From an optimization exercise on the open Yosys and OpenROAD flow, aimed at small area; shortcuts taken in it are not production practice.
Only simulation tests tie the RTL to the original design; equivalence was not proved.
In runs 2 to 7 the design's own scripts or RTL, not TritonCTS, make the clock network.
The flow treats the clock pin as an ideal source. Dropping or thinning the clock tree relies on that and would not hold on a real chip.
Power figures rest on the tool's default switching activity, not on a simulated workload.

### flow/run.sh
#!/bin/bash
# The standard layout (standard.sh) with these changes:
#  - synthesis maps the logic with an area-oriented ABC script
#    (flow/abc_area.script, used in place of ORFS's abc_speed.script);
#  - every port is still buffered, but with buf_1 cells;
#  - the clock tree is one clkbuf_16 driving every flip-flop (the CTS step
#    runs flow/clock_buffers.tcl in place of clock_tree_synthesis, then
#    ORFS's usual legalisation and timing repair).
# Each step's full output goes to a log file in this folder; ORFS's own
# per-step logs are under orfs/logs/.
set -euo pipefail
W=$(pwd)

# A copy of ORFS's scripts with the two changes above.
S="$W/scripts_mod"
rm -rf "$S"
mkdir -p "$S"
cp -r "$FLOW_HOME/scripts/." "$S/"
cp "$W/flow/abc_area.script" "$S/abc_speed.script"
cp "$W/flow/clock_buffers.tcl" "$S/clock_buffers.tcl"
python3 - "$S/cts.tcl" <<'PY'
import sys
p = sys.argv[1]
s = open(p).read()
old = "log_cmd clock_tree_synthesis {*}$cts_args"
assert s.count(old) == 1
s = s.replace(old, "source $::env(SCRIPTS_DIR)/clock_buffers.tcl\nbuild_clock_buffers")
open(p, "w").write(s)
PY

export SCRIPTS_DIR="$S"
export BUFFER_PORTS_ARGS="-buffer_cell sky130_fd_sc_hd__buf_1"
export CLOCK_BUFFERS=1
export CLOCK_BUFFER_CELL=sky130_fd_sc_hd__clkbuf_16
bash "$W/standard.sh" synth > "$W/run_synth.log" 2>&1
bash "$W/standard.sh" > "$W/run_layout.log" 2>&1
### flow/abc_area.script
&get -n
&st
&deepsyn -T 60
&dch -f
&nf -a -R 1000
&put
### flow/clock_buffers.tcl
# Clock distribution used in place of clock_tree_synthesis: the clock port
# drives CLOCK_BUFFERS buffers (CLOCK_BUFFER_CELL), each placed at the centre
# of the flip-flops it drives; the flip-flops are split into equal groups by
# x position. All flip-flops see the same buffer depth (one).
proc build_clock_buffers { } {
  set nbuf $::env(CLOCK_BUFFERS)
  set cell $::env(CLOCK_BUFFER_CELL)
  set block [ord::get_db_block]
  foreach clk_port [get_ports [get_property [lindex [all_clocks] 0] sources]] {
    set net [$block findNet [get_property $clk_port name]]
    set sinks {}
    foreach it [$net getITerms] {
      set inst [$it getInst]
      set loc [$inst getLocation]
      lappend sinks [list [lindex $loc 0] [lindex $loc 1] \
        "[$inst getName]/[[$it getMTerm] getName]"]
    }
    set sinks [lsort -integer -index 0 $sinks]
    set n [llength $sinks]
    puts "Clock net [$net getName]: $n sinks, $nbuf buffer(s) of $cell"
    for {set b 0} {$b < $nbuf} {incr b} {
      set lo [expr {$b * $n / $nbuf}]
      set hi [expr {($b + 1) * $n / $nbuf - 1}]
      set pins {}
      set sx 0
      set sy 0
      foreach s [lrange $sinks $lo $hi] {
        lappend pins [lindex $s 2]
        incr sx [lindex $s 0]
        incr sy [lindex $s 1]
      }
      set k [llength $pins]
      set x [expr {$sx / $k * [$block getDbUnitsPerMicron] ** -1.0}]
      set y [expr {$sy / $k * [$block getDbUnitsPerMicron] ** -1.0}]
      insert_buffer -buffer_cell $cell -net [$net getName] \
        -load_pins [get_pins $pins] -location [list $x $y] \
        -buffer_name clkbuf_leaf_$b -net_name clknet_leaf_$b
    }
  }
  set_propagated_clock [all_clocks]
}
### standard.sh
#!/bin/bash
# synth_recipe.tcl (not shown) runs the flow's synth.tcl, then flattens the netlist and writes it again
# the make line also repeats each setting of config.mk as NAME=value (left out here)
make -C /OpenROAD-flow-scripts/flow DESIGN_CONFIG=/design/flow/config.mk WORK_HOME=/design/flow/orfs CLKGATE_MAP_FILE= SYNTH_SCRIPT=/design/flow/synth_recipe.tcl "${@:-finish}"
### config.mk
export PLATFORM = sky130hd
export DESIGN_NAME = swqd
export DESIGN_NICKNAME = swqd
export VERILOG_FILES = /design/flow/design.v
export SDC_FILE = /design/flow/constraint.sdc
export NUM_CORES = 4
export LEC_CHECK = 0
export CAP_MARGIN = 20
export CORE_MARGIN = 2
export CORE_UTILIZATION = 40
export PLACE_DENSITY = 0.6
export SLEW_MARGIN = 20
### constraint.sdc
create_clock -name core_clock -period 10.0 [get_ports {clk}]
set_input_delay 2.0000 -clock core_clock [delete_from_list [all_inputs] [get_ports {clk}]]
set_output_delay 2.0000 -clock core_clock [all_outputs]
set_load 0.01 [all_outputs]
### design.v
module swqd_sync #(
    parameter RST = 1
) (
    input  wire clk,
    input  wire rst,
    input  wire d,
    output wire q
);
    reg s1, s2;
    always @(posedge clk) begin
        if (RST && rst) begin
            s1 <= 1'b0;
            s2 <= 1'b0;
        end else begin
            s1 <= d;
            s2 <= s1;
        end
    end
    assign q = s2;
endmodule
module swqd_tpd (
    input  wire        clk,
    input  wire        rst,
    input  wire        us_tick,
    input  wire        start,          
    input  wire        line,           
    output wire        busy,
    output wire        drive_low,
    output reg  [5:0]  bitcnt,
    output wire        done,
    output wire [2:0]  result,
    output wire [2:0]  stage,
    output wire        fin,            
    output wire        ok,             
    output wire [39:0] frame,
    output reg  [7:0]  calc
);
    localparam [3:0] START_LOW = 4'b1000,
                     ACK1      = 4'b1001,
                     ACK2      = 4'b1010,
                     ACK3      = 4'b1011,
                     BIT_RISE  = 4'b1100,
                     BIT_FALL  = 4'b1101,
                     RELEASE   = 4'b1110,
                     BIT_DELAY = 4'b1111;
    localparam [3:0] IDLE_NONE = 4'b0000,
                     IDLE_OK   = 4'b0110,
                     IDLE_BAD  = 4'b0111;
    localparam [6:0] C_29  = 7'd97,
                     C_39  = 7'd105,
                     C_78  = 7'd73,
                     C_100 = 7'd22,
                     C_126 = 7'd64;    
    localparam [4:0] L_23  = 5'd26;
    reg [3:0]  s;
    reg [6:0]  cnt;
    reg [39:0] shreg;
    assign busy      = s[3];
    assign drive_low = (s == START_LOW);
    assign done   = !s[3] && (s[2:0] != 3'd0);
    assign fin    = !s[3] && s[2] && s[1];
    assign ok     = fin && !s[0];
    assign stage  = (s[3] || fin) ? 3'd0 : s[2:0];
    assign result = s[3]          ? 3'd0 :
                    fin           ? (s[0] ? 3'd4 : 3'd1) :
                    (s[2:0] == 3'd0) ? 3'd0 :
                    s[2]          ? 3'd3 : 3'd2;
    assign frame = shreg;
    wire [4:0] lfsr    = shreg[4:0];
    wire       lfsr_in = ~(lfsr[4] ^ lfsr[2]);
    wire [6:0] cnt_inc = {cnt[5:0], ~(cnt[6] ^ cnt[5])};
    wire tick     = us_tick;
    wire target   = ~s[0];             
    wire hit      = (line == target);
    wire budget   = (cnt == C_100);
    reg  [3:0] s_n;
    reg        clr;                     
    reg        shift;
    reg        shin;
    reg        sample;
    always @(*) begin
        s_n    = s;
        clr    = 1'b0;
        shift  = 1'b0;
        shin   = line;
        sample = 1'b0;
        case (s)
            START_LOW: begin
                if (cnt == C_126) begin
                    shift = 1'b1;
                    shin  = lfsr_in;
                end
                if (cnt == C_78 && lfsr == L_23) begin
                    s_n = RELEASE;
                    clr = 1'b1;
                end
            end
            RELEASE: begin
                if (cnt == C_29) begin
                    s_n = ACK1;
                    clr = 1'b1;
                end
            end
            BIT_DELAY: begin
                if (cnt == C_39) begin
                    shift  = 1'b1;
                    sample = 1'b1;
                    s_n    = BIT_FALL;
                    clr    = 1'b1;
                end
            end
            ACK1, ACK2, ACK3, BIT_RISE, BIT_FALL: begin
                if (hit) begin
                    clr = 1'b1;
                    if (s == BIT_FALL) begin
                        if (bitcnt == 6'd40)
                            s_n = (calc == shreg[7:0]) ? IDLE_OK : IDLE_BAD;
                        else
                            s_n = BIT_RISE;
                    end else if (s == BIT_RISE)
                        s_n = BIT_DELAY;
                    else
                        s_n = s + 4'd1;
                end else if (budget) begin
                    clr = 1'b1;
                    s_n = {1'b0, s[2:0]};    
                end
            end
            default: ;   
        endcase
    end
    wire start_acc = start && !s[3];
    wire add_byte  = sample && (bitcnt[2:0] == 3'd0) && (bitcnt[5:3] != 3'd0);
    always @(posedge clk) begin
        if (rst) begin
            s      <= IDLE_NONE;
            bitcnt <= 6'd0;
        end else if (start_acc) begin
            s      <= START_LOW;
            bitcnt <= 6'd0;
        end else if (tick) begin
            s <= s_n;
            if (sample)
                bitcnt <= bitcnt + 6'd1;
        end
    end
    always @(posedge clk) begin
        if (!s[3] || (tick && clr))
            cnt <= 7'd0;
        else if (tick)
            cnt <= cnt_inc;
    end
    always @(posedge clk) begin
        if (start_acc && !rst)
            shreg[4:0] <= 5'd0;
        else if (tick && shift)
            shreg <= {shreg[38:0], shin};
    end
    always @(posedge clk) begin
        if (start_acc)
            calc <= 8'd0;
        else if (tick && add_byte)
            calc <= calc + shreg[7:0];
    end
endmodule
module swqd_qd (
    input  wire       clk,
    input  wire       rst,
    input  wire       qd_tick,
    input  wire [3:0] pins,           
    input  wire       consume,        
    output reg  [3:0] snap,
    output reg        primed,
    output reg  [1:0] last_rot,
    output reg        last_edge,
    output reg  [1:0] menu_index,
    output reg        menu_pending
);
    wire a_rise   = primed && !snap[0] && pins[0];
    wire rot_pos  = a_rise &&  pins[1];
    wire rot_neg  = a_rise && !pins[1];
    wire btn_edge = primed && !snap[2] && pins[2];
    always @(posedge clk) begin
        if (rst) begin
            snap         <= 4'd0;
            primed       <= 1'b0;
            last_rot     <= 2'b00;
            last_edge    <= 1'b0;
            menu_index   <= 2'd0;
            menu_pending <= 1'b0;
        end else begin
            if (qd_tick) begin
                snap      <= pins;
                primed    <= 1'b1;
                last_rot  <= {rot_neg, a_rise};
                last_edge <= btn_edge;
                if (rot_pos && !menu_index[1])
                    menu_index <= {menu_index[0], !menu_index[0]};
                else if (rot_neg && (menu_index != 2'd0))
                    menu_index <= {1'b0, menu_index[1]};
            end
            if (qd_tick && btn_edge)
                menu_pending <= 1'b1;
            else if (consume)
                menu_pending <= 1'b0;
        end
    end
endmodule
module swqd (
    input  wire        clk,
    input  wire        rst,
    input  wire        us_tick,
    input  wire        qd_tick,
    input  wire        dq_in,
    output wire        dq_drive_low,
    input  wire        enc_a,
    input  wire        enc_b,
    input  wire        enc_btn,
    input  wire        enc_sw,
    input  wire        bus_sel,
    input  wire        bus_we,
    input  wire [3:0]  bus_addr,
    input  wire [15:0] bus_wdata,
    output reg  [15:0] bus_rdata
);
    localparam [3:0] A_CTRL         = 4'h0,
                     A_TPD_STATUS   = 4'h1,
                     A_FRAME_HUM    = 4'h2,
                     A_FRAME_TEMP   = 4'h3,
                     A_FRAME_CSUM   = 4'h4,
                     A_TEMP_SIGNED  = 4'h5,
                     A_QD_STATUS    = 4'h6,
                     A_MENU_STATE   = 4'h7,
                     A_MENU_CONSUME = 4'h8;
    wire       line;
    wire [3:0] pins;
    swqd_sync #(.RST(0)) u_sync_dq  (.clk(clk), .rst(rst), .d(dq_in),   .q(line));
    swqd_sync #(.RST(1)) u_sync_a   (.clk(clk), .rst(rst), .d(enc_a),   .q(pins[0]));
    swqd_sync #(.RST(1)) u_sync_b   (.clk(clk), .rst(rst), .d(enc_b),   .q(pins[1]));
    swqd_sync #(.RST(1)) u_sync_btn (.clk(clk), .rst(rst), .d(enc_btn), .q(pins[2]));
    swqd_sync #(.RST(1)) u_sync_sw  (.clk(clk), .rst(rst), .d(enc_sw),  .q(pins[3]));
    wire host_rd = bus_sel && !bus_we;
    wire host_wr = bus_sel &&  bus_we;
    wire start   = host_wr && (bus_addr == A_CTRL) && bus_wdata[0];
    wire consume = host_rd && (bus_addr == A_MENU_CONSUME);
    wire        tpd_busy;
    wire [5:0]  tpd_bitcnt;
    wire        tpd_done;
    wire [2:0]  tpd_result;
    wire [2:0]  tpd_stage;
    wire        tpd_fin;
    wire        tpd_ok;
    wire [39:0] frame;
    wire [7:0]  calc;
    swqd_tpd u_tpd (
        .clk       (clk),
        .rst       (rst),
        .us_tick   (us_tick),
        .start     (start),
        .line      (line),
        .busy      (tpd_busy),
        .drive_low (dq_drive_low),
        .bitcnt    (tpd_bitcnt),
        .done      (tpd_done),
        .result    (tpd_result),
        .stage     (tpd_stage),
        .fin       (tpd_fin),
        .ok        (tpd_ok),
        .frame     (frame),
        .calc      (calc)
    );
    wire [14:0] mag = frame[22:8];
    wire        neg = frame[23];
    wire [14:0] below;                  
    assign below[0] = 1'b0;
    genvar gi;
    generate
        for (gi = 1; gi < 15; gi = gi + 1) begin : g_below
            assign below[gi] = below[gi-1] | mag[gi-1];
        end
    endgenerate
    wire [15:0] temp_signed = {neg & (below[14] | mag[14]), mag ^ ({15{neg}} & below)};
    wire [3:0] qd_snap;
    wire       qd_primed;
    wire [1:0] qd_last_rot;
    wire       qd_last_edge;
    wire [1:0] menu_index;
    wire       menu_pending;
    swqd_qd u_qd (
        .clk          (clk),
        .rst          (rst),
        .qd_tick      (qd_tick),
        .pins         (pins),
        .consume      (consume),
        .snap         (qd_snap),
        .primed       (qd_primed),
        .last_rot     (qd_last_rot),
        .last_edge    (qd_last_edge),
        .menu_index   (menu_index),
        .menu_pending (menu_pending)
    );
    always @(*) begin
        bus_rdata = 16'h0000;
        if (host_rd && !rst) begin
            case (bus_addr)
                A_TPD_STATUS:   bus_rdata = {2'b00, tpd_bitcnt, tpd_stage, tpd_result, tpd_done, tpd_busy};
                A_FRAME_HUM:    bus_rdata = tpd_fin ? frame[39:24] : 16'h0000;
                A_FRAME_TEMP:   bus_rdata = tpd_fin ? frame[23:8] : 16'h0000;
                A_FRAME_CSUM:   bus_rdata = tpd_fin ? {calc, frame[7:0]} : 16'h0000;
                A_TEMP_SIGNED:  bus_rdata = tpd_ok ? temp_signed : 16'h0000;
                A_QD_STATUS:    bus_rdata = {8'h00, qd_last_edge, qd_last_rot, qd_primed, qd_snap};
                A_MENU_STATE,
                A_MENU_CONSUME: bus_rdata = {7'b0, menu_pending, 6'b0, menu_index};
                default:        bus_rdata = 16'h0000;
            endcase
        end
    end
endmodule
==> results of run 1 <==
## stage by stage
step           setup WS [ps]  instances  total power [uW]
3_3_place_gp            3220        566               388
3_5_place_dp            3150        566               388
2_1_floorplan           4090        399               381
## kinds of logic after synthesis
family,Yosys count,synth area share
simple gates,149,0.184
compound gates,119,0.209
flops,86,0.515
buf+inv,18,0.0168
fa+ha+maj,14,0.0454
xor+xnor,10,0.0218
mux,3,0.00808
## cell usage after synthesis, types with 6 or more instances
cell type,count,area share
a21o_1,7,0.013
a21oi_1,21,0.026
a222oi_1,10,0.025
a22o_1,18,0.039
a22oi_1,10,0.019
a31oi_1,13,0.020
clkinv_1,18,0.017
dfxtp_1,51,0.25
edfxtp_1,35,0.26
ha_1,13,0.040
nand2_1,36,0.034
nand2b_1,8,0.012
nand3_1,13,0.016
nor2_1,34,0.032
nor2b_1,10,0.016
nor3_1,15,0.019
o21ai_0,17,0.021
xnor2_1,6,0.013
## power by group through the flow
| stage | combinational, uW | clock, uW | sequential, uW |
|---|---|---|---|
| after detailed placement | 13.9 | 0 | 374 |
| after global placement | 13.5 | 0 | 374 |
| after floorplan | 7.30 | 0 | 374 |
## worst max path at each step
stage,to,cells after the start
3_5_place_dp,bus_rdata[9],9
2_1_floorplan,bus_rdata[5],7
3_3_place_gp,bus_rdata[4],9
==> results by group, run 1 <==
Run status
  – Outcome: aborted with a tool error
  – Stop stage: clock tree synthesis
  – Error: [ERROR STA-0333] object '_62db71c0c17f0000_p_Pin' is not a port.

Logic synthesis
  – Number of synthesized register bits: 86
  – Most used DFF post-synth: dfxtp_1
  – Post-synth EDFFs: 35
  – Async SR Flop Fraction: 0
  – Synth unique cells: 47
  – Syn avg cell area: slightly above 10 um2
  – Syn Inst Count: 399
  – Synth warnings: 5
  – Cell Area, Synth: between 4000 and 5000 um2
  – Sequential area share after synthesis: 0.515
  – Syn Nets: approximately 440

Floorplanning
  – Site Rows: 36
  – Initial Utilization: 0.412
  – Io pins: 48
  – Die span in x: ~100 um
  – Die Y-Extent: approximately 100 um

Placement
  – DP HPWL: 7.25 mm
  – I/O Buffers: 32
  – Placed instance area: approximately 4300 um2
  – RD Place Congestion: about 0.86
==> run 2, diff against run 1 <==
--- a/design.v
+++ b/design.v
@@ -54,2 +54,5 @@
     localparam [4:0] L_23  = 5'd26;
+    localparam [6:0] M_29  = 7'b0110010,
+                     M_39  = 7'b0011110;
+    localparam [11:0] M_END = 12'b1110_1011_1110;   
     reg [3:0]  s;
@@ -92,3 +95,3 @@
                 end
-                if (cnt == C_78 && lfsr == L_23) begin
+                if ((({lfsr, cnt} ^ {L_23, C_78}) & M_END) == 12'd0) begin
                     s_n = RELEASE;
@@ -98,3 +101,3 @@
             RELEASE: begin
-                if (cnt == C_29) begin
+                if (((cnt ^ C_29) & M_29) == 7'd0) begin
                     s_n = ACK1;
@@ -104,3 +107,3 @@
             BIT_DELAY: begin
-                if (cnt == C_39) begin
+                if (((cnt ^ C_39) & M_39) == 7'd0) begin
                     shift  = 1'b1;
@@ -115,3 +118,3 @@
                     if (s == BIT_FALL) begin
-                        if (bitcnt == 6'd40)
+                        if (bitcnt[5] && bitcnt[3])      
                             s_n = (calc == shreg[7:0]) ? IDLE_OK : IDLE_BAD;
@@ -281,3 +284,2 @@
     endgenerate
-    wire [15:0] temp_signed = {neg & (below[14] | mag[14]), mag ^ ({15{neg}} & below)};
     wire [3:0] qd_snap;
@@ -301,17 +303,20 @@
     );
+    wire rd       = host_rd && !rst;
+    wire sel_stat = rd && (bus_addr == A_TPD_STATUS);
+    wire sel_hum  = rd && (bus_addr == A_FRAME_HUM) && tpd_fin;
+    wire sel_raw  = rd && (bus_addr == A_FRAME_TEMP) && tpd_fin;
+    wire sel_sgn  = rd && (bus_addr == A_TEMP_SIGNED) && tpd_ok;
+    wire sel_csum = rd && (bus_addr == A_FRAME_CSUM) && tpd_fin;
+    wire sel_qd   = rd && (bus_addr == A_QD_STATUS);
+    wire sel_menu = rd && (bus_addr == A_MENU_STATE || bus_addr == A_MENU_CONSUME);
+    wire flip     = (bus_addr == A_TEMP_SIGNED) && neg;
+    wire [15:0] temp_word = {neg & ((bus_addr == A_FRAME_TEMP) | below[14] | mag[14]),
+                             mag ^ ({15{flip}} & below)};
     always @(*) begin
-        bus_rdata = 16'h0000;
-        if (host_rd && !rst) begin
-            case (bus_addr)
-                A_TPD_STATUS:   bus_rdata = {2'b00, tpd_bitcnt, tpd_stage, tpd_result, tpd_done, tpd_busy};
-                A_FRAME_HUM:    bus_rdata = tpd_fin ? frame[39:24] : 16'h0000;
-                A_FRAME_TEMP:   bus_rdata = tpd_fin ? frame[23:8] : 16'h0000;
-                A_FRAME_CSUM:   bus_rdata = tpd_fin ? {calc, frame[7:0]} : 16'h0000;
-                A_TEMP_SIGNED:  bus_rdata = tpd_ok ? temp_signed : 16'h0000;
-                A_QD_STATUS:    bus_rdata = {8'h00, qd_last_edge, qd_last_rot, qd_primed, qd_snap};
-                A_MENU_STATE,
-                A_MENU_CONSUME: bus_rdata = {7'b0, menu_pending, 6'b0, menu_index};
-                default:        bus_rdata = 16'h0000;
-            endcase
-        end
+        bus_rdata = ({16{sel_stat}} & {2'b00, tpd_bitcnt, tpd_stage, tpd_result, tpd_done, tpd_busy})
+                  | ({16{sel_hum}}  & frame[39:24])
+                  | ({16{sel_raw | sel_sgn}} & temp_word)
+                  | ({16{sel_csum}} & {calc, frame[7:0]})
+                  | ({16{sel_qd}}   & {8'h00, qd_last_edge, qd_last_rot, qd_primed, qd_snap})
+                  | ({16{sel_menu}} & {7'b0, menu_pending, 6'b0, menu_index});
     end
--- a/flow/run.sh
+++ b/flow/run.sh
@@ -5,3 +5,3 @@
 #  - every port is still buffered, but with buf_1 cells;
-#  - the clock tree is one clkbuf_16 driving every flip-flop (the CTS step
+#  - the clock port drives four clkbuf_16, each driving a group of flip-flops (the CTS step
 #    runs flow/clock_buffers.tcl in place of clock_tree_synthesis, then
@@ -32,3 +32,3 @@
 export BUFFER_PORTS_ARGS="-buffer_cell sky130_fd_sc_hd__buf_1"
-export CLOCK_BUFFERS=1
+export CLOCK_BUFFERS=4
 export CLOCK_BUFFER_CELL=sky130_fd_sc_hd__clkbuf_16
==> flow/clock_buffers.tcl (replaced) <==
# Clock distribution used in place of clock_tree_synthesis: the clock port
# drives CLOCK_BUFFERS buffers (CLOCK_BUFFER_CELL), each placed at the centre
# of the group of flip-flops it drives; the groups come from k-means on the
# flip-flops' placed positions. Every flip-flop sees the same buffer depth
# (one).
proc build_clock_buffers { } {
  set nbuf $::env(CLOCK_BUFFERS)
  set cell $::env(CLOCK_BUFFER_CELL)
  set block [ord::get_db_block]
  set dbu [$block getDbUnitsPerMicron]
  foreach src [get_property [lindex [all_clocks] 0] sources] {
    set net_name [get_full_name $src]
    set xs {}
    set ys {}
    set pins {}
    foreach pin [get_pins -of_objects [get_nets $net_name]] {
      set loc [[[sta::sta_to_db_pin $pin] getInst] getLocation]
      lappend xs [expr {double([lindex $loc 0]) / $dbu}]
      lappend ys [expr {double([lindex $loc 1]) / $dbu}]
      lappend pins $pin
    }
    set n [llength $pins]
    puts "Clock net $net_name: $n sinks, $nbuf buffer(s) of $cell"
    # k-means, seeded with sinks spread along x
    set order [lsort -real -indices $xs]
    set cx {}
    set cy {}
    for {set b 0} {$b < $nbuf} {incr b} {
      set i [lindex $order [expr {(2 * $b + 1) * $n / (2 * $nbuf)}]]
      lappend cx [lindex $xs $i]
      lappend cy [lindex $ys $i]
    }
    for {set iter 0} {$iter < 50} {incr iter} {
      set grp {}
      for {set i 0} {$i < $n} {incr i} {
        set best 0
        set bd 1e30
        for {set b 0} {$b < $nbuf} {incr b} {
          set d [expr {abs([lindex $xs $i] - [lindex $cx $b]) + abs([lindex $ys $i] - [lindex $cy $b])}]
          if { $d < $bd } {
            set bd $d
            set best $b
          }
        }
        lappend grp $best
      }
      set ncx {}
      set ncy {}
      for {set b 0} {$b < $nbuf} {incr b} {
        set sx 0.0
        set sy 0.0
        set k 0
        for {set i 0} {$i < $n} {incr i} {
          if { [lindex $grp $i] == $b } {
            set sx [expr {$sx + [lindex $xs $i]}]
            set sy [expr {$sy + [lindex $ys $i]}]
            incr k
          }
        }
        if { $k > 0 } {
          lappend ncx [expr {$sx / $k}]
          lappend ncy [expr {$sy / $k}]
        } else {
          lappend ncx [lindex $cx $b]
          lappend ncy [lindex $cy $b]
        }
      }
      set cx $ncx
      set cy $ncy
    }
    for {set b 0} {$b < $nbuf} {incr b} {
      set load {}
      for {set i 0} {$i < $n} {incr i} {
        if { [lindex $grp $i] == $b } {
          lappend load [lindex $pins $i]
        }
      }
      if { [llength $load] == 0 } {
        continue
      }
      puts "  buffer $b: [llength $load] sinks at ([lindex $cx $b], [lindex $cy $b])"
      insert_buffer -buffer_cell $cell -net $net_name \
        -load_pins $load -location [list [lindex $cx $b] [lindex $cy $b]] \
        -buffer_name clkbuf_leaf_$b -net_name clknet_leaf_$b
    }
    set left [llength [get_pins -of_objects [get_nets $net_name]]]
    if { $left > $nbuf } {
      error "clock net $net_name still drives $left cell pins"
    }
  }
  set_propagated_clock [all_clocks]
}
==> results by group, run 2 <==
Run status
  – Outcome: no timing/DRC/antenna violations

Floorplanning
  – Die span in x: ~100 um
  – Io pins: 48
  – Area of the core region: 9730 um2
  – Initial Utilization: 0.411
  – Site Rows: 36
  – Die area: between 10000 and 15000 um2
  – Die Y-Extent: about 100 um

Setup path
  – CP arrival: approximately 4500 ps
  – Worst setup EP type: output pin
  – Worst setup path class: input port to output pin
  – CP startpoint kind: input port
  – Required @ worst endpoint: about 8000 ps
  – Reg2reg end: u_tpd.shreg[2]
  – Slowest library cell on the worst path: nor2_2
  – Largest fanout on the critical path: 16
  – Reg2reg start: u_tpd.s[0]
  – Worst path most repeated cell: buf_1
  – Slowest stage delay, CP: roughly 550 ps
  – Worst R2R Setup Slack: 6880 ps
  – Reg2reg path depth: 6
  – CP Cell Sequence: buf_1, clkinv_1, nand3b_1, nor2_1, or4b_1, nor2_2, a222oi_1, o21ai_0, or2_0, buf_1

Timing
  – Setup TNS: 0 ps
  – Max_slew headroom: 0.321
  – Hold WS: around 330 ps
  – Count of final hold-check violations: 0
  – RSZ-0062 raised after global routing: false
  – Final setup vio count: 0
  – Max-slew violation count: 0
  – Max Freq: approximately 150 MHz
  – Worst-Margin Slew: 1020 ps
  – Max Clock Skew: ~38 ps
  – Final worst-path cycle share: 0.646
  – Post-layout min period: roughly 6500 ps

Pwr
  – Power Dens Cells: 123 nW/um2
  – Maximum vdd ir drop: 0.0884 mV
  – Leak: around 0.0016 uW

Placement
  – DP HPWL: between 6 and 7 mm
  – RD Place Congestion: 0.884
  – I/O Buffers: 32

Drt
  – Antenna Nets Post-Route: 0
  – Total number of vias: 3149
  – Total routed wirelength: approximately 9.3 mm
  – Routed len/inst: about 16 um
  – DRT iter0 DRCs: between 200 and 250
  – Drt pass-1 iters: 4
  – Drt via density: approximately 5.5
  – Residual DRC count: 0

Logic synthesis
  – Largest area contributor in the netlist: edfxtp_1
  – Most used DFF post-synth: dfxtp_1
  – Synth unique cells: 47
  – Syn Inst Count: between 300 and 400
  – Number of synthesized register bits: 86
  – Cell Area, Synth: about 4000 um2
  – Post-synth top cells: dfxtp_1, nand2_1, edfxtp_1
  – Post-synth EDFFs: 35
  – Post-synth top area share: 0.263
  – Sequential area share after synthesis: 0.518
  – Syn Nets: roughly 440
  – Synth warnings: 5
  – Async SR Flop Fraction: 0
  – Most frequent cell after synthesis: dfxtp_1
  – Syn avg cell area: 10.1 um2
  – Synth top area cells: edfxtp_1, dfxtp_1, nand2_1

Worst hold path
  – Hold Path Class: register to register
  – Hold path start: u_sync_dq.s1
  – WHS Endpoint: u_sync_dq.s2
  – Hold Path Cell Cnt: 0

Layout
  – Layout area overhead: 10.5%
  – Diodes inserted: 0
  – Largest register by flop count: u_tpd.shreg
  – Commonest non-fill, non-tap cell in the layout: dfxtp_1
  – FILL cells: about 970
  – Commonest non-fill, non-tap cells in the layout: dfxtp_1, nand2_1, edfxtp_1, nor2_1, buf_1
  – Layout Nets: between 400 and 500
  – Max reg flops: 40
  – Biggest registers after layout: u_tpd.shreg x40, u_tpd.calc x8, u_tpd.cnt x7
  – Ratio of cells with drive above 1 in the final layout: 0.0252

Job
  – Max-Cap Viols: 0

Clock network
  – Post-cts resize count: 0
  – Clock-pin slew on the worst setup and hold paths: 60 ps
  – Worst skew pair latency: between 150 and 200 ps
  – Number of hold buffers added after cts: 0
  – Setup bufs post-CTS: 0

GRT
  – Global-route wire length before repair: between 15 and 20 mm
  – Largest net degree at the start of global routing: 43
  – Aggregate global routing overflow: 0
  – Vias in the first global route: 3054
  – Initial antenna violation count: 0
  – All-Layer GR Usage: 0.168
==> run 2: logic make-up (layout without fill, tap and decap cells) <==
logic type      Yosys count  count (layout)  synth area share
fa+ha+maj                14              14            0.0456
flops                    86              86             0.518
compound gates          103             103             0.182
mux                       2               2           0.00500
buf+inv                  12              50            0.0113
simple gates            165             165             0.203
xor+xnor                 16              16            0.0350
==> run 2: where the power goes <==
group / total (uW) / leakage (uW) / internal (uW) / switching (uW)
Clock: 159 / 0.0000493 / 73.0 / 85.9
Sequential: 370 / 0.000822 / 366 / 3.65
Combinational: 16.1 / 0.000760 / 6.50 / 9.60
==> run 2: critical path, delay by kind of cell <==
| family | cells | cell delay, ps |
|---|---|---|
| buffers and inverters | 3 | 600 |
| AND/OR/NAND/NOR | 5 | 1470 |
| AO/OA/AOI/OAI | 2 | 390 |
==> run 2: layer usage <==
layer  wire length, um  global-route usage  part of all wire
met1              4600               0.245              0.49
met5                 0                   0                 0
met4               126              0.0338             0.013
met3               423              0.0132             0.045
met2              4190               0.274              0.45
==> run 2: area by class of cell, without the clock buffers <==
| type | instances | area [um2] | area share |
|---|---|---|---|
| flip-flops and latches | 86 | 2070 | 0.468 |
| multi-input cells | 300 | 1910 | 0.431 |
| inverters | 12 | 45.0 | 0.0102 |
| repair buffers | 34 | 135 | 0.0305 |
| well taps | 133 | 166 | 0.0376 |
==> run 2: worst max-delay path by stage <==
| stage | start | to | slack [ps] | cells after the start |
|---|---|---|---|---|
| after CTS | rst | bus_rdata[7] | 3160 | 10 |
| after global routing | rst | bus_rdata[7] | 3240 | 10 |
| after detailed placement | rst | bus_rdata[7] | 3160 | 10 |
| after floorplan | rst | bus_rdata[14] | 4020 | 7 |
| final | rst | bus_rdata[7] | 3540 | 10 |
| after global placement | rst | bus_rdata[7] | 3200 | 10 |
==> run 2: per-stage QoR <==
step	power [uW]	worst slack, ps	util	std cells	instance area (um2)
6_report	545	3540	0.455	569	4420
5_1_grt	564	3240	0.455	569	4420
3_3_place_gp	393	3200	0.443	565	4310
2_1_floorplan	386	4020	-	398	4000
4_1_cts	548	3160	0.454	569	4410
3_5_place_dp	394	3160	0.443	565	4310
==> run 3, diff against run 2 <==
--- a/design.v
+++ b/design.v
@@ -37,3 +37,3 @@
 );
-    localparam [3:0] START_LOW = 4'b1000,
+    localparam [3:0] START_LOW = 4'b1111,
                      ACK1      = 4'b1001,
@@ -43,7 +43,7 @@
                      BIT_FALL  = 4'b1101,
-                     RELEASE   = 4'b1110,
-                     BIT_DELAY = 4'b1111;
+                     RELEASE   = 4'b1000,
+                     BIT_DELAY = 4'b1110;
     localparam [3:0] IDLE_NONE = 4'b0000,
-                     IDLE_OK   = 4'b0110,
-                     IDLE_BAD  = 4'b0111;
+                     IDLE_OK   = 4'b0111,
+                     IDLE_BAD  = 4'b0110;
     localparam [6:0] C_29  = 7'd97,
@@ -64,6 +64,6 @@
     assign fin    = !s[3] && s[2] && s[1];
-    assign ok     = fin && !s[0];
+    assign ok     = fin && s[0];
     assign stage  = (s[3] || fin) ? 3'd0 : s[2:0];
     assign result = s[3]          ? 3'd0 :
-                    fin           ? (s[0] ? 3'd4 : 3'd1) :
+                    fin           ? (s[0] ? 3'd1 : 3'd4) :
                     (s[2:0] == 3'd0) ? 3'd0 :
==> results by group, run 3 <==
Layout
  – Layout Cells excl Fill: roughly 560
  – Layout Nets: roughly 470
  – Commonest non-fill, non-tap cell in the layout: dfxtp_1
  – Commonest non-fill, non-tap cells in the layout: dfxtp_1, nand2_1, edfxtp_1, buf_1, nor2_1
  – Ratio of cells with drive above 1 in the final layout: 0.0258
  – Final core occ: 0.454
  – Diodes inserted: 0
  – FILL cells: 956
  – Largest register by flop count: u_tpd.shreg
  – Max reg flops: 40
  – Biggest registers after layout: u_tpd.shreg x40, u_tpd.calc x8, u_tpd.cnt x7
  – Layout area overhead: 11.0%

Setup path
  – Worst setup startpoint: rst
  – CP arrival: about 4600 ps
  – Largest fanout on the critical path: 14
  – Slowest library cell on the worst path: nor3_1
  – Reg2reg end: u_tpd.s[2]
  – CP Cell Sequence: buf_1, nor2_1, nand2_1, nor2_1, or4b_1, nor3_1, buf_4, a222oi_1, o211ai_1, buf_1
  – Worst R2R Setup Slack: about 7400 ps
  – CP startpoint kind: input port
  – Reg2reg path depth: 11
  – Reg2reg start: u_tpd.s[0]
  – Worst setup path class: input port to output pin
  – Worst setup EP type: output pin
  – Slowest stage delay, CP: between 500 and 600 ps
  – Required @ worst endpoint: around 8000 ps

Logic synthesis
  – Post-synth top area share: 0.264
  – Synth top area cells: edfxtp_1, dfxtp_1, ha_1
  – Largest area contributor in the netlist: edfxtp_1
  – Async SR Flop Fraction: 0
  – Synth warnings: 5
  – Most frequent cell after synthesis: dfxtp_1
  – Syn avg cell area: 10.4 um2
  – Synth unique cells: 49
  – Post-synth EDFFs: 35
  – Most used DFF post-synth: dfxtp_1
  – Syn Inst Count: between 300 and 400
  – Syn Nets: roughly 430
  – Cell Area, Synth: ~4000 um2
  – Sequential area share after synthesis: 0.521
  – Number of synthesized register bits: 86
  – Post-synth top cells: dfxtp_1, nand2_1, edfxtp_1

GRT
  – Largest net degree at the start of global routing: between 40 and 50
  – Aggregate global routing overflow: 0
  – Initial antenna violation count: 0
  – All-Layer GR Usage: 0.174
  – Vias in the first global route: ~3100
  – Global-route wire length before repair: 15.7 mm

Floorplanning
  – Die Y-Extent: slightly above 100 um
  – Area of the core region: 9730 um2
  – Site Rows: 36
  – Initial Utilization: 0.409
  – Die span in x: between 100 and 150 um
  – Io pins: 48
  – Die area: between 10000 and 15000 um2

Pwr
  – Power Dens Cells: 123 nW/um2
  – Total power: roughly 540 uW
  – Maximum vdd ir drop: roughly 0.11 mV
  – Leak: around 0.0015 uW

Drt
  – Drt via density: around 5.7
  – Antenna Nets Post-Route: 0
  – DRT iter0 DRCs: ~290
  – Drt pass-1 iters: 8
  – Total routed wirelength: 9.48 mm
  – Total number of vias: 3169
  – Residual DRC count: 0
  – Routed len/inst: 17.0 um

Timing
  – Worst-Margin Slew: ~1000 ps
  – Post-layout min period: 6580 ps
  – Max-slew violation count: 0
  – Max Freq: approximately 150 MHz
  – Max Clock Skew: ~14 ps
  – Max_slew headroom: 0.326
  – Setup TNS: 0 ps
  – Final setup vio count: 0
  – RSZ-0062 raised after global routing: false
  – Count of final hold-check violations: 0
  – Final worst-path cycle share: 0.658

Job
  – Max-Cap Viols: 0

Placement
  – Dpl cells: 555
  – I/O Buffers: 32
  – RD Place Congestion: ~0.9
  – DP HPWL: just over 7 mm

Clock network
  – Worst skew pair latency: about 150 ps
  – Number of hold buffers added after cts: 0
  – Clock-pin slew on the worst setup and hold paths: ~70 ps
  – Post-cts resize count: 0
  – Setup bufs post-CTS: 0

Worst hold path
  – Hold Path Class: register to register
  – Hold path start: u_sync_dq.s1
  – Hold Path Cell Cnt: 0
  – WHS Endpoint: u_sync_dq.s2

Run status
  – Outcome: no timing/DRC/antenna violations
-- run 3: how the worst max path moves through the flow --
| stage | end | slack (ps) | depth (start not counted) |
|---|---|---|---|
| 2_1_floorplan | bus_rdata[7] | 3950 | 7 |
| 3_5_place_dp | bus_rdata[8] | 3440 | 10 |
| 3_3_place_gp | bus_rdata[8] | 3480 | 10 |
| 5_1_grt | bus_rdata[8] | 3200 | 10 |
| 6_report | bus_rdata[8] | 3420 | 10 |
| 4_1_cts | bus_rdata[8] | 3430 | 10 |
-- run 3: worst max-delay path, delay by kind of cell --
family                 cells  cell delay, ps
AOI/OAI and AO/OA          2             350
and+or+nand+nor            5            1460
buffers and inverters      3             750
-- run 3: kinds of logic after synthesis --
| group | Yosys count | share of synthesized area |
|---|---|---|
| adders and majority gates | 14 | 0.0460 |
| buffers and inverters | 18 | 0.0170 |
| muxes | 1 | 0.00252 |
| DFF | 86 | 0.521 |
| AOI/OAI and AO/OA | 111 | 0.203 |
| and+or+nand+nor | 134 | 0.168 |
| xor gates and xnor gates | 19 | 0.0419 |
-- run 3: per-layer routing --
metal  vias up  GRT usage  wire length (um)
met5         -          0                 0
met4         0     0.0376               240
met3        15     0.0138               436
met2        87      0.294              4440
met1      1519      0.244              4360
li1       1548          -                 -
-- run 3: metrics by stage --
step	worst slack [ps]	area, um2	hold WS [ps]
after floorplan	3950	3980	310
after global placement	3480	4310	314
after detailed placement	3440	4310	313
after CTS	3430	4410	331
after global routing	3200	4410	334
final	3420	4410	331
-- run 3: layout make-up, without the clock buffers --
type	count	area (um2)	area share
inverter	18	67.6	0.0153
multi-input combinational	279	1840	0.416
sequential	86	2070	0.469
tap	133	166	0.0377
timing repair buffer	39	173	0.0391
-- run 3: power by group --
part	switching, uW	internal (uW)	leakage [uW]
clock network	85.2	72.9	0.0000493
logic	10.1	6.04	0.000760
registers	3.28	366	0.000724
==> run 4, diff against run 3 <==
--- a/config.mk
+++ b/config.mk
@@ -9,4 +9,4 @@
 export CORE_MARGIN = 2
-export CORE_UTILIZATION = 40
-export PLACE_DENSITY = 0.6
+export CORE_UTILIZATION = 65
+export PLACE_DENSITY = 0.85
 export SLEW_MARGIN = 20
==> results by group, run 4 <==
Logic synthesis
  – Synth unique cells: between 40 and 50
  – Most used DFF post-synth: dfxtp_1
  – Sequential area share after synthesis: 0.521
  – Syn Nets: roughly 430
  – Post-synth EDFFs: 35
  – Cell Area, Synth: approximately 4000 um2
  – Syn avg cell area: 10.4 um2
  – Largest area contributor in the netlist: edfxtp_1
  – Syn Inst Count: ~380
  – Post-synth top cells: dfxtp_1, nand2_1, edfxtp_1
  – Post-synth top area share: 0.264
  – Number of synthesized register bits: 86
  – Most frequent cell after synthesis: dfxtp_1
  – Async SR Flop Fraction: 0
  – Synth top area cells: edfxtp_1, dfxtp_1, ha_1
  – Synth warnings: 5

Setup path
  – Largest fanout on the critical path: 16
  – CP arrival: around 4700 ps
  – Slowest stage delay, CP: 890 ps
  – Slowest library cell on the worst path: nor2_1
  – Worst setup EP type: output pin
  – Worst setup path class: input port to output pin
  – Worst path most repeated cell: nor2_1
  – CP startpoint kind: input port
  – Required @ worst endpoint: 8000 ps
  – CP Cell Sequence: buf_1, nor2_1, nand2_1, nor2_1, or4b_1, nor2_1, a222oi_1, o21ai_0, buf_1

Placement
  – DP HPWL: approximately 6.9 mm
  – I/O Buffers: 32
  – RD Place Congestion: slightly below 0.9

GRT
  – Largest net degree at the start of global routing: 42
  – Aggregate global routing overflow: 0
  – Global-route wire length before repair: between 10 and 15 mm
  – Initial antenna violation count: 0
  – All-Layer GR Usage: 0.272
  – Vias in the first global route: 3019

Floorplanning
  – Site Rows: 28
  – Io pins: 48
  – Area of the core region: around 5900 um2
  – Initial Utilization: 0.671
  – Die Y-Extent: about 82 um
  – Die area: 6760 um2
  – Die span in x: approximately 82 um

Layout
  – Ratio of cells with drive above 1 in the final layout: 0.0212
  – FILL cells: approximately 430
  – Commonest non-fill, non-tap cells in the layout: dfxtp_1, nand2_1, edfxtp_1, buf_1, nor2_1
  – Layout area overhead: 8.84%
  – Final core occ: 0.731
  – Commonest non-fill, non-tap cell in the layout: dfxtp_1
  – Largest register by flop count: u_tpd.shreg
  – Layout Nets: 471
  – Biggest registers after layout: u_tpd.shreg x40, u_tpd.calc x8, u_tpd.cnt x7
  – Max reg flops: 40
  – Diodes inserted: 0

Timing
  – Max Freq: ~150 MHz
  – Worst-Margin Slew: 1150 ps
  – Setup TNS: 0 ps
  – Max Clock Skew: approximately 25 ps
  – Hold WS: between 300 and 400 ps
  – Final worst-path cycle share: 0.668
  – Post-layout min period: between 6000 and 7000 ps
  – RSZ-0062 raised after global routing: false
  – Final setup vio count: 0
  – Max-slew violation count: 0
  – Max_slew headroom: 0.233
  – Count of final hold-check violations: 0

Worst hold path
  – Hold Path Class: register to register

Drt
  – Drt pass-1 iters: 5
  – DRT iter0 DRCs: about 300
  – Routed len/inst: 18.4 um
  – Antenna Nets Post-Route: 0
  – Total number of vias: roughly 3200
  – Total routed wirelength: 9.18 mm
  – Drt via density: 6.44
  – Residual DRC count: 0

Pwr
  – Maximum vdd ir drop: between 0.1 and 0.15 mV
  – Leak: around 0.0015 uW
  – Power Dens Cells: about 120 nW/um2

Job
  – Max-Cap Viols: 0

Clock network
  – Post-cts resize count: 0
  – Number of hold buffers added after cts: 0
  – Clock-pin slew on the worst setup and hold paths: roughly 70 ps
  – Worst skew pair latency: roughly 160 ps
  – Setup bufs post-CTS: 0

Run status
  – Outcome: no timing/DRC/antenna violations
run 4: cells by family (layout without fill, tap and decap cells):
family	after synthesis	in the layout	share of synthesized area
AO/OA/AOI/OAI	111	111	0.203
XOR/XNOR	19	19	0.0419
adder cells (fa/ha/maj)	14	14	0.0460
buffers and inverters	18	59	0.0170
flip-flops	86	86	0.521
multiplexers	1	1	0.00252
AND/OR/NAND/NOR	134	134	0.168
run 4: where the power goes:
| group | total (uW) | internal, uW | switching, uW |
|---|---|---|---|
| Clock | 155 | 72.8 | 82.0 |
| Combinational | 16.0 | 6.03 | 9.94 |
| Sequential | 369 | 366 | 3.38 |
run 4: per-stage QoR:
| step | power, uW | worst slack (ps) | cell area [um2] | cells |
|---|---|---|---|---|
| floorplan | 385 | 3950 | 3980 | 383 |
| global placement | 392 | 3440 | 4230 | 495 |
| detailed placement | 393 | 3350 | 4230 | 495 |
| CTS | 541 | 3350 | 4330 | 499 |
| global route | 556 | 3120 | 4330 | 499 |
| finish | 540 | 3320 | 4330 | 499 |
run 4: worst paths after layout:
path                                   start        endpoint  slack (ps)  cells after the start
worst max-delay path                     rst   bus_rdata[11]        3320                      9
worst min-delay path            u_sync_dq.s1    u_sync_dq.s2         330                      0
worst max register to register    u_tpd.s[1]  u_tpd.shreg[0]        7110                      7
worst min register to register  u_sync_dq.s1    u_sync_dq.s2         330                      0
run 4: worst max-delay path: cells and delay by family:
family,cells,cell delay [ps]
and+or+nand+nor,5,1780
AOI/OAI and AO/OA,2,460
buffers and inverters,2,430
run 4: per-layer routing:
layer | GRT usage | part of all wire | vias to the layer above
met1 | 0.347 | 0.42 | 1507
li1 | - | - | 1548
met3 | 0.0239 | 0.063 | 22
met4 | 0.0800 | 0.026 | 0
met5 | 0 | 0 | -
met2 | 0.490 | 0.49 | 135
run 4: cell type report, without the clock buffers:
| type | count | area [um2] | share of cell area |
|---|---|---|---|
| Tap cell | 75 | 93.8 | 0.0217 |
| Sequential cell | 86 | 2070 | 0.479 |
| Multi-Input combinational cell | 279 | 1840 | 0.424 |
| Inverter | 18 | 67.6 | 0.0156 |
| Timing Repair Buffer | 37 | 158 | 0.0364 |
==> run 5, diff against run 4 <==
--- a/flow/run.sh
+++ b/flow/run.sh
@@ -5,5 +5,7 @@
 #  - every port is still buffered, but with buf_1 cells;
-#  - the clock port drives four clkbuf_16, each driving a group of flip-flops (the CTS step
-#    runs flow/clock_buffers.tcl in place of clock_tree_synthesis, then
-#    ORFS's usual legalisation and timing repair).
+#  - the clock port drives a few clock buffers, each driving a group of
+#    flip-flops (the CTS step runs flow/clock_buffers.tcl in place of
+#    clock_tree_synthesis, then ORFS's usual legalisation and timing repair).
+#    The smallest choice whose worst flip-flop clock slew, estimated on the
+#    placed design, stays under 100 ps is used (flow/clock_eval.tcl).
 # Each step's full output goes to a log file in this folder; ORFS's own
@@ -13,3 +15,3 @@
 
-# A copy of ORFS's scripts with the two changes above.
+# A copy of ORFS's scripts with the changes above.
 S="$W/scripts_mod"
@@ -32,5 +34,27 @@
 export BUFFER_PORTS_ARGS="-buffer_cell sky130_fd_sc_hd__buf_1"
+bash "$W/standard.sh" synth > "$W/run_synth.log" 2>&1
+bash "$W/standard.sh" place > "$W/run_place.log" 2>&1
+
+# Pick the clock buffers, smallest total area first.
+R="$W/orfs/results/$FLOW_PLATFORM/swqd/base"
+export LIB_FILE="$FLOW_HOME/platforms/$FLOW_PLATFORM/lib/sky130_fd_sc_hd__tt_025C_1v80.lib"
+export SETRC_FILE="$FLOW_HOME/platforms/$FLOW_PLATFORM/setRC.tcl"
+export PLACE_ODB="$R/3_place.odb" PLACE_SDC="$R/3_place.sdc" FLOW_DIR="$W/flow"
 export CLOCK_BUFFERS=4
 export CLOCK_BUFFER_CELL=sky130_fd_sc_hd__clkbuf_16
-bash "$W/standard.sh" synth > "$W/run_synth.log" 2>&1
+: > "$W/run_clock_eval.log"
+for choice in "1 sky130_fd_sc_hd__clkbuf_16" "2 sky130_fd_sc_hd__clkbuf_8" \
+              "3 sky130_fd_sc_hd__clkbuf_8" "2 sky130_fd_sc_hd__clkbuf_16" \
+              "4 sky130_fd_sc_hd__clkbuf_8" "3 sky130_fd_sc_hd__clkbuf_16"; do
+  set -- $choice
+  slew=$(CLOCK_BUFFERS=$1 CLOCK_BUFFER_CELL=$2 openroad -no_init -exit "$W/flow/clock_eval.tcl" 2>&1 \
+         | tee -a "$W/run_clock_eval.log" | awk '/^CLOCK_EVAL/ {print $5}' || true)
+  if [[ -n "$slew" ]] && awk -v s="$slew" 'BEGIN {exit !(s < 0.100)}'; then
+    CLOCK_BUFFERS=$1
+    CLOCK_BUFFER_CELL=$2
+    break
+  fi
+done
+echo "clock buffers: $CLOCK_BUFFERS x $CLOCK_BUFFER_CELL" | tee -a "$W/run_clock_eval.log"
+
 bash "$W/standard.sh" > "$W/run_layout.log" 2>&1
==> flow/clock_eval.tcl (new file) <==
# Trial of one clock buffer choice (CLOCK_BUFFERS x CLOCK_BUFFER_CELL) on the
# placed design: prints the largest flip-flop clock-pin slew it would give,
# with placement parasitics. Nothing is written back.
read_liberty $::env(LIB_FILE)
read_db $::env(PLACE_ODB)
read_sdc $::env(PLACE_SDC)
source $::env(SETRC_FILE)
source $::env(FLOW_DIR)/clock_buffers.tcl
build_clock_buffers
detailed_placement
estimate_parasitics -placement
set worst 0.0
foreach pin [get_pins -hierarchical */CLK] {
  set s [get_property $pin slew_max]
  if { $s > $worst } {
    set worst $s
  }
}
puts "CLOCK_EVAL $::env(CLOCK_BUFFERS) $::env(CLOCK_BUFFER_CELL) slew_ns $worst"
==> results by group, run 5 <==
Run status
  – Outcome: no timing/DRC/antenna violations

GRT
  – Largest net degree at the start of global routing: 42
  – Initial antenna violation count: 0
  – Global-route wire length before repair: approximately 14 mm
  – All-Layer GR Usage: 0.272
  – Vias in the first global route: 3019
  – Aggregate global routing overflow: 0

Setup path
  – Slowest library cell on the worst path: nor2_1
  – CP startpoint kind: input port
  – CP arrival: 4680 ps
  – Worst setup path class: input port to output pin
  – Worst setup EP type: output pin
  – Slowest stage delay, CP: 890 ps
  – Largest delay share family, worst path: simple AND/OR/NAND/NOR gates
  – WP buf/inv: 2
  – CP Cell Sequence: buf_1, nor2_1, nand2_1, nor2_1, or4b_1, nor2_1, a222oi_1, o21ai_0, buf_1
  – Worst path most repeated cell: nor2_1
  – Largest fanout on the critical path: 16
  – Required @ worst endpoint: 8000 ps

Logic synthesis
  – Post-synth EDFFs: 35
  – Async SR Flop Fraction: 0
  – Number of synthesized register bits: 86
  – Cell Area, Synth: slightly below 4000 um2
  – Syn avg cell area: 10.4 um2
  – Syn Inst Count: approximately 380
  – Syn Nets: 428
  – Post-synth top area share: 0.264
  – Post-synth top cells: dfxtp_1, nand2_1, edfxtp_1
  – Synth warnings: 5
  – Synth unique cells: a little under 50
  – Most used DFF post-synth: dfxtp_1
  – Synth top area cells: edfxtp_1, dfxtp_1, ha_1
  – Most frequent cell after synthesis: dfxtp_1
  – Sequential area share after synthesis: 0.521
  – Largest area contributor in the netlist: edfxtp_1

Layout
  – Biggest registers after layout: u_tpd.shreg x40, u_tpd.calc x8, u_tpd.cnt x7
  – Layout Cells excl Fill: roughly 500
  – Commonest non-fill, non-tap cell in the layout: dfxtp_1
  – Largest register by flop count: u_tpd.shreg
  – Max reg flops: 40
  – Diodes inserted: 0
  – Final core occ: 0.731
  – Layout Nets: about 470
  – Post-route cell area: 4330 um2
  – Layout area overhead: 8.84%
  – Ratio of cells with drive above 1 in the final layout: 0.0212
  – FILL cells: ~430
  – Commonest non-fill, non-tap cells in the layout: dfxtp_1, nand2_1, edfxtp_1, buf_1, nor2_1

Timing
  – Final worst-path cycle share: 0.668
  – Post-layout min period: around 6700 ps
  – Setup TNS: 0 ps
  – Count of final hold-check violations: 0
  – Worst-Margin Slew: 1150 ps
  – RSZ-0062 raised after global routing: false
  – Max-slew violation count: 0
  – Max_slew headroom: 0.233
  – Max Clock Skew: 24.9 ps
  – Final setup vio count: 0
  – Max Freq: about 150 MHz
  – Final worst slack: 3320 ps

Pwr
  – Clock Power Share: 0.287
  – Combinational fraction of design power: 0.030
  – Switching Fraction: 0.177
  – Cell Int Power: about 440 uW
  – Leak: 0.00152 uW
  – Psw: roughly 95 uW
  – Maximum vdd ir drop: about 0.15 mV
  – Sequential share of power: 0.684
  – Power Dens Cells: between 100 and 150 nW/um2

Placement
  – Placed instance area: approximately 4200 um2
  – Pre-CTS setup slack: 3350 ps
  – Dpl cells: slightly below 500
  – RD Place Congestion: between 0.8 and 0.9
  – I/O Buffers: 32
  – DP HPWL: between 6 and 7 mm

Floorplanning
  – Die span in x: just over 80 um
  – Die area: between 6000 and 7000 um2
  – Site Rows: 28
  – Area of the core region: slightly below 6000 um2
  – Initial Utilization: 0.671
  – Io pins: 48
  – Die Y-Extent: around 82 um

Job
  – Max-Cap Viols: 0

Drt
  – Routed len/inst: about 18 um
  – DRT iter0 DRCs: between 200 and 300
  – WL met3: 577 um
  – Total routed wirelength: roughly 9.2 mm
  – Antenna Nets Post-Route: 0
  – Total number of vias: 3212
  – Met2 WL post-DR: ~4.5 mm
  – Residual DRC count: 0
  – Drt via density: 6.44
  – Routed length on met1: 3.82 mm
  – Top sig layer: met4
  – Drt pass-1 iters: 5

Clock network
  – Clock-pin slew on the worst setup and hold paths: ~70 ps
  – Post-cts resize count: 0
  – Number of hold buffers added after cts: 0
  – Worst skew pair latency: 160 ps
  – Setup bufs post-CTS: 0

Worst hold path
  – Hold Path Class: register to register
## run 5: cell counts after synthesis
No cell type changed its count.
## run 5: power groups by stage
stage | clock [uW] | combinational (uW) | sequential, uW
final | 155 | 16.0 | 369
after floorplan | 0 | 9.22 | 376
after CTS | 156 | 16.0 | 369
after global placement | 0 | 15.2 | 377
after detailed placement | 0 | 16.0 | 377
after global routing | 168 | 18.1 | 369
## run 5: worst paths after layout
path	start	to	slack, ps	cells after the start
worst max-delay path	rst	bus_rdata[11]	3320	9
worst min-delay path	u_sync_dq.s1	u_sync_dq.s2	330	0
worst max register to register	u_tpd.s[1]	u_tpd.shreg[0]	7110	7
worst min register to register	u_sync_dq.s1	u_sync_dq.s2	330	0
## run 5: area by class of cell, without the clock buffers
cell class              instances  area [um2]  area share
repair buffers                 37         158      0.0364
flip-flops and latches         86        2070       0.479
multi-input cells             279        1840       0.424
inverters                      18        67.6      0.0156
well taps                      75        93.8      0.0217
## run 5: worst register-to-register path: stages (launching register included)
cell	delay (ps)
dfxtp_1	520
ha_1	320
nand2_1	110
nor3_1	800
a21o_1	140
buf_4	440
a21oi_1	200
a22o_1	260
## run 5: metal layers
metal | global-route usage | vias to the layer above
met5 | 0 | -
met4 | 0.0800 | 0
met2 | 0.490 | 135
met3 | 0.0239 | 22
met1 | 0.347 | 1507
li1 | - | 1548
## run 5: kinds of logic after synthesis
family	Yosys count	share of synthesized area
muxes	1	0.00252
and+or+nand+nor	134	0.168
adders and majority gates	14	0.0460
buffers and inverters	18	0.0170
xor gates and xnor gates	19	0.0419
DFF	86	0.521
AOI/OAI and AO/OA	111	0.203
## run 5: stage by stage
| step | hold WS, ps | power [uW] |
|---|---|---|
| floorplan | 310 | 385 |
| global placement | 312 | 392 |
| detailed placement | 315 | 393 |
| CTS | 332 | 541 |
| global route | 348 | 556 |
| finish | 329 | 540 |
==> run 6, diff against run 5 <==
--- a/config.mk
+++ b/config.mk
@@ -10,2 +10,3 @@
 export CORE_UTILIZATION = 65
+export GPL_TIMING_DRIVEN = 0
 export PLACE_DENSITY = 0.85
==> results by group, run 6 <==
Pwr
  – Clock Power Share: 0.285
  – Psw: 94.2 uW
  – Cell Int Power: 444 uW
  – Power Dens Cells: around 120 nW/um2
  – Sequential share of power: 0.685
  – Combinational fraction of design power: 0.030
  – Leak: 0.00151 uW
  – Maximum vdd ir drop: 0.181 mV
  – Switching Fraction: 0.175

Layout
  – Diodes inserted: 0
  – Commonest non-fill, non-tap cell in the layout: dfxtp_1
  – Ratio of cells with drive above 1 in the final layout: 0.0261
  – Largest register by flop count: u_tpd.shreg
  – Layout area overhead: 9.44%
  – Max reg flops: 40
  – Commonest non-fill, non-tap cells in the layout: dfxtp_1, nand2_1, edfxtp_1, buf_1, nor2_1
  – Layout Nets: about 470
  – Biggest registers after layout: u_tpd.shreg x40, u_tpd.calc x8, u_tpd.cnt x7

Setup path
  – Cell count along the critical path: 11
  – CP Cell Sequence: buf_1, nor2_1, nand2_1, nor2_1, or4b_1, nor2_2, nand2_1, o21ai_0, a221oi_1, o21ai_0, buf_1
  – Reg2reg end: u_tpd.shreg[0]
  – WP buf/inv: 2
  – CP startpoint kind: input port
  – Required @ worst endpoint: 8000 ps
  – Worst setup EP type: output pin
  – Largest fanout on the critical path: 16
  – Reg2reg path depth: 6
  – Largest delay share family, worst path: simple AND/OR/NAND/NOR gates
  – Slowest stage delay, CP: 630 ps
  – Worst setup path class: input port to output pin
  – CP arrival: about 4500 ps
  – Reg2reg start: u_tpd.s[1]
  – Worst R2R Setup Slack: between 7000 and 8000 ps
  – Slowest library cell on the worst path: nor2_2

Drt
  – DRT iter0 DRCs: roughly 310
  – Drt via density: 6.55
  – Total routed wirelength: 9.20 mm
  – Residual DRC count: 0
  – Routed len/inst: about 19 um
  – Antenna Nets Post-Route: 0
  – Total number of vias: 3254
  – Drt pass-1 iters: 7

GRT
  – Largest net degree at the start of global routing: 25
  – All-Layer GR Usage: 0.282
  – Initial antenna violation count: 0
  – Vias in the first global route: slightly above 3000
  – Global-route wire length before repair: around 15 mm
  – Aggregate global routing overflow: 0

Worst hold path
  – Hold path start: u_sync_dq.s1
  – Hold Path Class: register to register
  – WHS Endpoint: u_sync_dq.s2
  – Hold Path Cell Cnt: 0

Clock network
  – Number of hold buffers added after cts: 0
  – Post-cts resize count: 0
  – Setup bufs post-CTS: 0
  – Worst skew pair latency: 150 ps
  – Clock-pin slew on the worst setup and hold paths: about 70 ps

Logic synthesis
  – Sequential area share after synthesis: 0.521
  – Synth warnings: 5
  – Post-synth top area share: 0.264
  – Async SR Flop Fraction: 0
  – Synth unique cells: 49
  – Most frequent cell after synthesis: dfxtp_1
  – Post-synth top cells: dfxtp_1, nand2_1, edfxtp_1
  – Syn Nets: 428
  – Syn Inst Count: 383
  – Number of synthesized register bits: 86
  – Most used DFF post-synth: dfxtp_1
  – Cell Area, Synth: between 3000 and 4000 um2
  – Post-synth EDFFs: 35
  – Syn avg cell area: approximately 10 um2
  – Largest area contributor in the netlist: edfxtp_1
  – Synth top area cells: edfxtp_1, dfxtp_1, ha_1

Placement
  – RD Place Congestion: 0.856
  – I/O Buffers: 32
  – DP HPWL: 6.83 mm

Floorplanning
  – Die Y-Extent: 82.2 um
  – Die span in x: roughly 80 um
  – Io pins: between 40 and 50
  – Site Rows: 28
  – Die area: approximately 6800 um2
  – Area of the core region: 5920 um2
  – Initial Utilization: 0.671

Timing
  – Setup TNS: 0 ps
  – Max-slew violation count: 0
  – Worst-Margin Slew: 960 ps
  – Final worst-path cycle share: 0.650
  – Hold WS: 336 ps
  – Max_slew headroom: 0.355
  – Final setup vio count: 0
  – Max Clock Skew: between 15 and 20 ps
  – RSZ-0062 raised after global routing: false
  – Count of final hold-check violations: 0
  – Max Freq: around 150 MHz
  – Post-layout min period: 6500 ps

Job
  – Max-Cap Viols: 0

Run status
  – Outcome: no timing/DRC/antenna violations
-- run 6: worst max path at each step --
stage | startpoint | endpoint | slack, ps
after floorplan | bus_we | bus_rdata[7] | 3950
after global placement | rst | bus_rdata[8] | 2830
after detailed placement | rst | bus_rdata[2] | 3270
after CTS | rst | bus_rdata[2] | 3270
after global routing | rst | bus_rdata[2] | 3270
final | rst | bus_rdata[2] | 3500
-- run 6: final cells by class, without the clock buffers --
type	instances	area, um2
flip-flops and latches	86	2070
well taps	75	93.8
multi-input cells	279	1860
repair buffers	35	159
inverters	18	67.6
fillers	419	1570
-- run 6: cell families (layout without fill, tap and decap cells) --
kind of cell,count (synthesis),in the layout,synth area share
fa+ha+maj,14,14,0.0460
xor+xnor,19,19,0.0419
flops,86,86,0.521
simple gates,134,134,0.168
buf+inv,18,57,0.0170
compound gates,111,111,0.203
mux,1,1,0.00252
-- run 6: through the flow --
step	util	instances	setup WS [ps]	total power (uW)	instance area [um2]
after floorplan	-	383	3950	385	3980
after global placement	0.708	490	2830	392	4190
after detailed placement	0.717	493	3270	393	4250
after CTS	0.734	497	3270	542	4350
after global routing	0.735	497	3270	556	4350
final	0.735	497	3500	539	4350
-- run 6: metal layers --
metal  GRT usage  up-vias  share of wire
met5           0        -              0
met4      0.0750        0          0.029
met3      0.0196       29          0.067
met2       0.501      157           0.49
met1       0.372     1524           0.41
li1            -     1544              -
-- run 6: worst reg2reg max path: cells and delay by family (launching register included) --
kind,cells,cell delay (ps)
simple gates,2,900
compound gates,3,1040
flops,1,500
fa+ha+maj,1,330
-- run 6: power groups by stage --
stage	clock network, uW	logic, uW	registers (uW)
2_1_floorplan	0	9.22	376
3_3_place_gp	0	15.1	377
3_5_place_dp	0	16.0	377
4_1_cts	157	16.0	369
5_1_grt	168	18.3	369
6_report	154	16.2	369
==> run 7, diff against run 6 <==
--- a/config.mk
+++ b/config.mk
@@ -7,7 +7,6 @@
 export LEC_CHECK = 0
-export CAP_MARGIN = 20
+export CAP_MARGIN = 0
 export CORE_MARGIN = 2
 export CORE_UTILIZATION = 65
-export GPL_TIMING_DRIVEN = 0
 export PLACE_DENSITY = 0.85
-export SLEW_MARGIN = 20
+export SLEW_MARGIN = 0
==> results by group, run 7 <==
Layout
  – Commonest non-fill, non-tap cells in the layout: dfxtp_1, nand2_1, edfxtp_1, buf_1, nor2_1
  – Layout area overhead: 8.84%
  – Commonest non-fill, non-tap cell in the layout: dfxtp_1
  – Post-route cell area: 4330 um2
  – Max reg flops: 40
  – Sequential cell area: between 2000 and 2500 um2
  – Area of the multi-input gates: between 1500 and 2000 um2
  – Ratio of cells with drive above 1 in the final layout: 0.0212
  – Final core occ: 0.731
  – Biggest registers after layout: u_tpd.shreg x40, u_tpd.calc x8, u_tpd.cnt x7
  – Layout Nets: 471
  – FILL cells: approximately 430
  – Diodes inserted: 0
  – Largest register by flop count: u_tpd.shreg

Setup path
  – Worst path most repeated cell: nor2_1
  – Worst setup EP type: output pin
  – Slowest library cell on the worst path: nor2_1
  – CP startpoint kind: input port
  – Largest fanout on the critical path: 16
  – Worst setup startpoint: rst
  – Required @ worst endpoint: approximately 8000 ps
  – Reg2reg start: u_tpd.s[1]
  – CP arrival: ~4700 ps
  – CP Cell Sequence: buf_1, nor2_1, nand2_1, nor2_1, or4b_1, nor2_1, a222oi_1, o21ai_0, buf_1
  – Slowest stage delay, CP: about 900 ps
  – Reg2reg path depth: 7
  – Worst setup path class: input port to output pin

Worst hold path
  – Hold Path Class: register to register
  – Hold path start: u_sync_dq.s1
  – Hold Path Cell Cnt: 0

Floorplanning
  – Initial Utilization: 0.671
  – Site Rows: 28
  – Io pins: between 40 and 50
  – Die area: a little under 7000 um2
  – Die Y-Extent: 82.2 um
  – Die span in x: ~80 um
  – Area of the core region: just under 6000 um2

Timing
  – Max Freq: ~150 MHz
  – Final worst-path cycle share: 0.668
  – Max_slew headroom: 0.233
  – Max-slew violation count: 0
  – RSZ-0062 raised after global routing: false
  – Post-layout min period: around 6700 ps
  – Worst-Margin Slew: 1150 ps
  – Setup TNS: 0 ps
  – Count of final hold-check violations: 0
  – Final setup vio count: 0
  – Max Clock Skew: ~25 ps

Logic synthesis
  – Synth top area cells: edfxtp_1, dfxtp_1, ha_1
  – Most used DFF post-synth: dfxtp_1
  – Synth warnings: 5
  – Cell Area, Synth: ~4000 um2
  – Async SR Flop Fraction: 0
  – Syn Nets: roughly 430
  – Sequential area share after synthesis: 0.521
  – Synth unique cells: 49
  – Largest area contributor in the netlist: edfxtp_1
  – Post-synth EDFFs: 35
  – Post-synth top cells: dfxtp_1, nand2_1, edfxtp_1
  – Syn Inst Count: 383
  – Number of synthesized register bits: 86
  – Post-synth top area share: 0.264
  – Syn avg cell area: a little over 10 um2
  – Most frequent cell after synthesis: dfxtp_1

GRT
  – Initial antenna violation count: 0
  – Global-route wire length before repair: about 14 mm
  – Aggregate global routing overflow: 0
  – All-Layer GR Usage: 0.272
  – Largest net degree at the start of global routing: 42
  – Vias in the first global route: approximately 3000

Pwr
  – Maximum vdd ir drop: roughly 0.15 mV
  – Leak: 0.00152 uW
  – Power Dens Cells: roughly 120 nW/um2

Clock network
  – Post-cts resize count: 0
  – Number of hold buffers added after cts: 0
  – Worst skew pair latency: roughly 160 ps
  – Clock-pin slew on the worst setup and hold paths: about 70 ps
  – Setup bufs post-CTS: 0

Drt
  – Drt via density: approximately 6.4
  – Antenna Nets Post-Route: 0
  – Total number of vias: between 3000 and 4000
  – Residual DRC count: 0
  – Total routed wirelength: 9.18 mm
  – Drt pass-1 iters: 5
  – Routed len/inst: approximately 18 um
  – DRT iter0 DRCs: about 300

Placement
  – DP HPWL: 6.85 mm
  – I/O Buffers: 32
  – RD Place Congestion: 0.880
  – Placed instance area: 4230 um2

Job
  – Max-Cap Viols: 0

Run status
  – Outcome: no timing/DRC/antenna violations
==> run 7: cell counts after synthesis <==
Identical to the previous run, type by type.
==> run 7: worst max-delay path: cells and delay by family <==
family                 cells  cell delay [ps]
AND/OR/NAND/NOR            5             1780
AO/OA/AOI/OAI              2              460
buffers and inverters      2              430
==> run 7: worst paths after layout <==
kind | end | slack, ps
setup reg to reg | u_tpd.shreg[0] | 7110
setup / recovery | bus_rdata[11] | 3320
hold / removal | u_sync_dq.s2 | 330
hold reg to reg | u_sync_dq.s2 | 330
==> run 7: cells by family (layout without fill, tap and decap cells) <==
family | Yosys count | after routing | share of synthesized area
muxes | 1 | 1 | 0.00252
xor gates and xnor gates | 19 | 19 | 0.0419
DFF | 86 | 86 | 0.521
AOI/OAI and AO/OA | 111 | 111 | 0.203
adders and majority gates | 14 | 14 | 0.0460
buffers and inverters | 18 | 59 | 0.0170
and+or+nand+nor | 134 | 134 | 0.168
==> run 7: report_power, final <==
part           total (uW)  switching [uW]  internal [uW]
logic                16.0            9.94           6.03
clock network         155            82.0           72.8
registers             369            3.38            366
total                 540            95.3            445
==> run 7: per-layer routing <==
metal	vias up	part of all wire	global-route usage
met5	-	0	0
met4	0	0.026	0.0800
met3	22	0.063	0.0239
met2	135	0.49	0.490
met1	1507	0.42	0.347
li1	1548	-	-
==> run 7: cell type report, without the clock buffers <==
cell class / instances / share of cell area
Sequential cell: 86 / 0.479
Timing Repair Buffer: 37 / 0.0364
Multi-Input combinational cell: 279 / 0.424
Tap cell: 75 / 0.0217
Inverter: 18 / 0.0156
==> run 7: per-stage QoR <==
step	worst slack (ps)	total power, uW	std cells	hold WS (ps)
after global routing	3120	556	499	348
after detailed placement	3350	393	495	315
after CTS	3350	541	499	332
after floorplan	3950	385	383	310
final	3320	540	499	329
after global placement	3440	392	495	312

==> re-timing with driven ports <==
The flow's constraints put no driver on any port. The routed layouts listed below were extracted and timed again, unchanged, in two steps. Step 1: set_driving_cell puts a clkbuf_16 on clk and a buf_2 on each other input, an assumption about the parent block. Step 2 moves the port delays by t, midway between the first and last clock arrival at a register: inputs arrive t later, outputs are due t later. That takes back most of the time a late clock gives input paths. Three values: ideal, step 1, step 2; two values: the first two.
| run | t (ns) | slack for setup (ns) | worst data-port slew with drivers (ns) | pins driven straight from the clock port |
|---|---|---|---|---|
| run 2 | 0.232 | 3.537 / 3.518 / 3.518 | 0.03 | 4 |
| run 3 | 0.231 | 3.425 / 3.406 / 3.406 | 0.04 | 4 |
| run 4 | 0.222 | 3.315 / 3.295 / 3.295 | 0.04 | 4 |
| run 5 | 0.222 | 3.315 / 3.295 / 3.295 | 0.04 | 4 |
| run 6 | 0.222 | 3.500 / 3.480 / 3.480 | 0.04 | 4 |
| run 7 | 0.222 | 3.315 / 3.295 / 3.295 | 0.04 | 4 |
After both steps setup and hold are still met in every run listed.
